Source: an optimization exercise on an open RTL-to-GDS flow (aim: small area). Production flows keep margins and buffers that such runs may drop. The RTL was checked by simulation tests, not by an equivalence proof against the original design. Power and IR drop assume default switching activity.

Design ycc_to_rgb, start of the top module:
module ycc_to_rgb (
    input  wire        clk,
    input  wire        rst,           
    input  wire        in_valid,
    input  wire        in_mode,       
    input  wire [2:0]  in_cll,        
    input  wire [15:0] in_e0,         
    input  wire [15:0] in_e1,         
    input  wire [15:0] in_e2,         
    output reg         out_valid,
    output wire [31:0] out_pixel      
);
Settings: LEC_CHECK=0, CAP_MARGIN=20, CORE_MARGIN=2, CORE_UTILIZATION=65, CTS_BUF_LIST=sky130_fd_sc_hd__clkbuf_8, PLACE_DENSITY=0.75, SLEW_MARGIN=20, SYNTH_HIERARCHICAL=1, SYNTH_MINIMUM_KEEP_SIZE=0; clock period 10.0 ns.
standard.sh (not shown) runs the stock make flow with config.mk's settings and CLKGATE_MAP_FILE= SYNTH_SCRIPT=/design/flow/synth_recipe.tcl, a recipe that flattens the netlist after the stock synthesis.
==> flow/flow/run.sh <==
#!/bin/bash
# The standard layout with two changes:
#  - the synthesis is the standard flow's (synth_recipe.tcl), except that its final ABC
#    mapping uses flow/abc_map.script (area-oriented mapping) instead of ORFS's
#    speed script;
#  - the input port buffers are sky130_fd_sc_hd__buf_2 cells, the output port
#    buffers sky130_fd_sc_hd__buf_1 cells (flow/outbuf.tcl, before the resizing
#    step after global placement).
set -euo pipefail
here=$(pwd)
{
  echo "# synth_recipe.tcl, with the final ABC mapping done by $here/flow/abc_map.script"
  echo "proc abc {args} {"
  echo "  set i [lsearch -exact \$args -script]"
  echo "  if {\$i >= 0} { lset args [expr {\$i + 1}] $here/flow/abc_map.script }"
  echo "  yosys abc {*}\$args"
  echo "}"
  cat "$here/synth_recipe.tcl"
} > "$here/synth_area.tcl"
bash standard.sh SYNTH_SCRIPT="$here/synth_area.tcl" \
  BUFFER_PORTS_ARGS="-inputs -buffer_cell sky130_fd_sc_hd__buf_2" \
  PRE_RESIZE_TCL="$here/flow/outbuf.tcl" finish > standard_flow.log 2>&1
==> flow/flow/abc_map.script <==
strash
dch
amap
topo
stime -c
==> flow/flow/outbuf.tcl <==
# Output port buffers, made from sky130_fd_sc_hd__buf_1 cells (the outputs only
# drive the fixed 0.01 pF load); the input port buffers were made at global
# placement.
buffer_ports -outputs -buffer_cell sky130_fd_sc_hd__buf_1
==> next run, changes <==
--- a/flow/flow/run.sh
+++ b/flow/flow/run.sh
@@ -6 +6 @@
-#  - the input port buffers are sky130_fd_sc_hd__buf_2 cells, the output port
+#  - the input port buffers are sky130_fd_sc_hd__buf_1 cells, and so are the output port
@@ -21 +21 @@
-  BUFFER_PORTS_ARGS="-inputs -buffer_cell sky130_fd_sc_hd__buf_2" \
+  BUFFER_PORTS_ARGS="-inputs -buffer_cell sky130_fd_sc_hd__buf_1" \
Result:
- first-iteration DRC count is lower by 4.4%
- wire length is lower by 0.63%
- utilization is higher by 1.3 points
- design area is higher by 1.8%
- die area does not change
- via count is higher by 1.2%
- hold slack is worse by 0.010 ns
- non-clock buffer count is higher by 33
==> next run, changes <==
--- a/flow/flow/run.sh
+++ b/flow/flow/run.sh
@@ -6,3 +6 @@
-#  - the input port buffers are sky130_fd_sc_hd__buf_1 cells, and so are the output port
-#    buffers sky130_fd_sc_hd__buf_1 cells (flow/outbuf.tcl, before the resizing
-#    step after global placement).
+#  - the port buffers are sky130_fd_sc_hd__buf_2 cells.
@@ -21,2 +19 @@
-  BUFFER_PORTS_ARGS="-inputs -buffer_cell sky130_fd_sc_hd__buf_1" \
-  PRE_RESIZE_TCL="$here/flow/outbuf.tcl" finish > standard_flow.log 2>&1
+  BUFFER_PORTS_ARGS="-buffer_cell sky130_fd_sc_hd__buf_2" finish > standard_flow.log 2>&1
Settings changed: CTS_BUF_LIST sky130_fd_sc_hd__clkbuf_8 to unset.
removed: flow/flow/outbuf.tcl
Power grows by 1.6%.
Setup slack degrades by 0.011 ns.
Count of clock-buffer cells in the layout went up by 1.
Design area is lower by 1.3%.
First-iteration DRC count drops by 20%.
Synthesized cell count is unchanged.
Critical path depth rose by 1.
Fmax is about the same.
Hold slack is better by 0.032 ns.
Sequential cell count is unchanged.
==> next run, changes <==
Settings changed: CTS_BUF_LIST set to sky130_fd_sc_hd__clkbuf_8.
Result: Power went down by 1.3%; worst setup slack barely changes; design area went down by 0.32%; fmax hardly moves; combinational power is about the same; count of clock-buffer cells in the layout went down by 1; sequential share of layout area barely changes; wire length stays flat; global-route usage stays flat; sequential cell count does not change; hold slack is worse by 0.018 ns.

---

ycc_to_rgb, a different RTL version from the one above (not shown whole).
For scale: roughly 88 I/O pins, roughly 0.011 mm^2 of cells after synthesis.
==> flow/config.mk <==
export PLATFORM = sky130hd
export DESIGN_NAME = ycc_to_rgb
export DESIGN_NICKNAME = ycc_to_rgb
export VERILOG_FILES = /design/flow/design.v
export SDC_FILE = /design/flow/constraint.sdc
export NUM_CORES = 4
export LEC_CHECK = 0
export CAP_MARGIN = 20
export CORE_MARGIN = 2
export CORE_UTILIZATION = 40
export SLEW_MARGIN = 20
export SYNTH_HIERARCHICAL = 1
export SYNTH_MINIMUM_KEEP_SIZE = 0
==> flow/constraint.sdc <==
create_clock -name core_clock -period 10.0 [get_ports {clk}]
set_input_delay 2.0000 -clock core_clock [delete_from_list [all_inputs] [get_ports {clk}]]
set_output_delay 2.0000 -clock core_clock [all_outputs]
set_load 0.01 [all_outputs]
==> flow/flow/run.sh <==
#!/bin/bash
# The standard layout, with the port buffers made from sky130_fd_sc_hd__buf_1 cells.
set -euo pipefail
bash standard.sh BUFFER_PORTS_ARGS="-buffer_cell sky130_fd_sc_hd__buf_1" finish > standard_flow.log 2>&1
Next try:
==> flow/flow/run.sh (replaced) <==
#!/bin/bash
# The standard layout, with the port buffers made from sky130_fd_sc_hd__buf_2 cells.
set -euo pipefail
bash standard.sh BUFFER_PORTS_ARGS="-buffer_cell sky130_fd_sc_hd__buf_2" finish > standard_flow.log 2>&1
Outcome:
- fmax went down by 1.3%
- worst hold slack barely changes
- clock power went up by 2.6%
- critical path depth went down by 1
- total power hardly moves
Next try:
==> flow/run.sh (new file) <==
#!/bin/bash
# synth_recipe.tcl (not shown) runs the flow's synth.tcl, then flattens the netlist and writes it again
# the make line also repeats each setting of config.mk as NAME=value (left out here)
make -C /OpenROAD-flow-scripts/flow DESIGN_CONFIG=/design/flow/config.mk WORK_HOME=/design/flow/orfs CLKGATE_MAP_FILE= SYNTH_SCRIPT=/design/flow/synth_recipe.tcl finish
removed: flow/flow/run.sh
removed: flow/standard.sh
Core utilization climbs by 2.0 points.
Total power climbs by 2.6%.
Worst setup slack got worse by 0.23 ns.

---

ycc_to_rgb, a different RTL version from the one above (not shown whole).
For scale: about 830 cells after synthesis, about 25 flip-flops, about 88 I/O pins.
// ycc_to_rgb
module ycc_to_rgb (
    input  wire        clk,
    input  wire        rst,           
    input  wire        in_valid,
    input  wire        in_mode,       
    input  wire [2:0]  in_cll,        
    input  wire [15:0] in_e0,         
    input  wire [15:0] in_e1,         
    input  wire [15:0] in_e2,         
    output reg         out_valid,
    output wire [31:0] out_pixel      
);
export LEC_CHECK = 0
export CAP_MARGIN = 20
export CORE_MARGIN = 2
export CORE_UTILIZATION = 65
export CTS_BUF_LIST = sky130_fd_sc_hd__clkbuf_8
export PLACE_DENSITY = 0.75
export SLEW_MARGIN = 20
export SYNTH_HIERARCHICAL = 1
export SYNTH_MINIMUM_KEEP_SIZE = 0
create_clock -name core_clock -period 10.0 [get_ports {clk}]
==> flow/flow/run.sh <==
#!/bin/bash
# The standard layout with two changes:
#  - the synthesis is the standard flow's (synth_recipe.tcl), except that its final ABC
#    mapping uses flow/abc_map.script (area-oriented mapping) instead of ORFS's
#    speed script;
#  - the input port buffers are sky130_fd_sc_hd__buf_2 cells, the output port
#    buffers sky130_fd_sc_hd__buf_1 cells (flow/outbuf.tcl, before the resizing
#    step after global placement).
set -euo pipefail
here=$(pwd)
{
  echo "# synth_recipe.tcl, with the final ABC mapping done by $here/flow/abc_map.script"
  echo "proc abc {args} {"
  echo "  set i [lsearch -exact \$args -script]"
  echo "  if {\$i >= 0} { lset args [expr {\$i + 1}] $here/flow/abc_map.script }"
  echo "  yosys abc {*}\$args"
  echo "}"
  cat "$here/synth_recipe.tcl"
} > "$here/synth_area.tcl"
bash standard.sh SYNTH_SCRIPT="$here/synth_area.tcl" \
  BUFFER_PORTS_ARGS="-inputs -buffer_cell sky130_fd_sc_hd__buf_2" \
  PRE_RESIZE_TCL="$here/flow/outbuf.tcl" finish > standard_flow.log 2>&1
==> flow/flow/abc_map.script <==
strash
dch
amap -F 4 -A 8
topo
stime -c
==> flow/flow/outbuf.tcl <==
# Output port buffers, made from sky130_fd_sc_hd__buf_1 cells (the outputs only
# drive the fixed 0.01 pF load); the input port buffers were made at global
# placement.
buffer_ports -outputs -buffer_cell sky130_fd_sc_hd__buf_1
Next try:
==> flow/flow/abc_map.script (replaced) <==
strash
dch
amap
topo
stime -c
The new run completed without violations.
First-iteration DRC count goes up by about 0.64%.
Worst setup slack got worse by 0.30 ns.
Synthesized cell count rose by 2.9%.
Power goes up by about 0.54%.
Sequential power barely changes.
Die area increases by 0.48%.
Cell area rises by about 1.3%.
Non-clock buffer count went up by 10.
Utilization grows by 0.92 points.
Sequential share of layout area barely changes.
Via count goes up by about 3%.

afterwards: timing with drivers on the ports:
The flow's constraints put no driver on any port. The routed layouts listed below were extracted and timed again, unchanged, in two steps.
Step 1 (the two cells are an assumption about what drives the block):
set clk [get_ports {clk}]
set_driving_cell -lib_cell sky130_fd_sc_hd__clkbuf_16 $clk
set_driving_cell -lib_cell sky130_fd_sc_hd__buf_2 [delete_from_list [all_inputs] $clk]
Step 2 adds t to the input delays and takes it off the output delays; t is the mean of the earliest and latest rising clock arrival at the registers after step 1. Input paths then give back, and output paths get back, about the clock's delay inside the block.
Slacks: ideal ports / drivers / drivers and shift; pairs: ideal ports / drivers.
| run | t (ns) | setup WS [ns] | worst setup path after step 2 |
|---|---|---|---|
| the first run of note 1 | 0.304 | 0.743 / 0.747 / 0.443 | input to register |
| the second run of note 1 | 0.311 | 0.489 / 0.487 / 0.176 | input to register |
| the third run of note 1 | 0.291 | 0.478 / 0.486 / 0.195 | input to register |
| the fourth run of note 1 | 0.304 | 0.475 / 0.479 / 0.175 | input to register |
| the first run of note 2 | 0.307 | 1.763 / 1.778 / 1.470 | input to register |
| the second run of note 2 | 0.313 | 1.657 / 1.647 / 1.334 | input to register |
| the third run of note 2 | 0.310 | 1.423 / 1.418 / 1.108 | input to register |
| the first run of note 3 | 0.286 | 1.048 / 1.052 / 0.766 | input to register |
| the second run of note 3 | 0.299 | 0.748 / 0.752 / 0.453 | input to register |
After both steps every run listed still meets setup and hold. The setup slack of the second run of note 2, which loses most, moves by -0.010 ns with the drivers and by -0.323 ns with both steps.
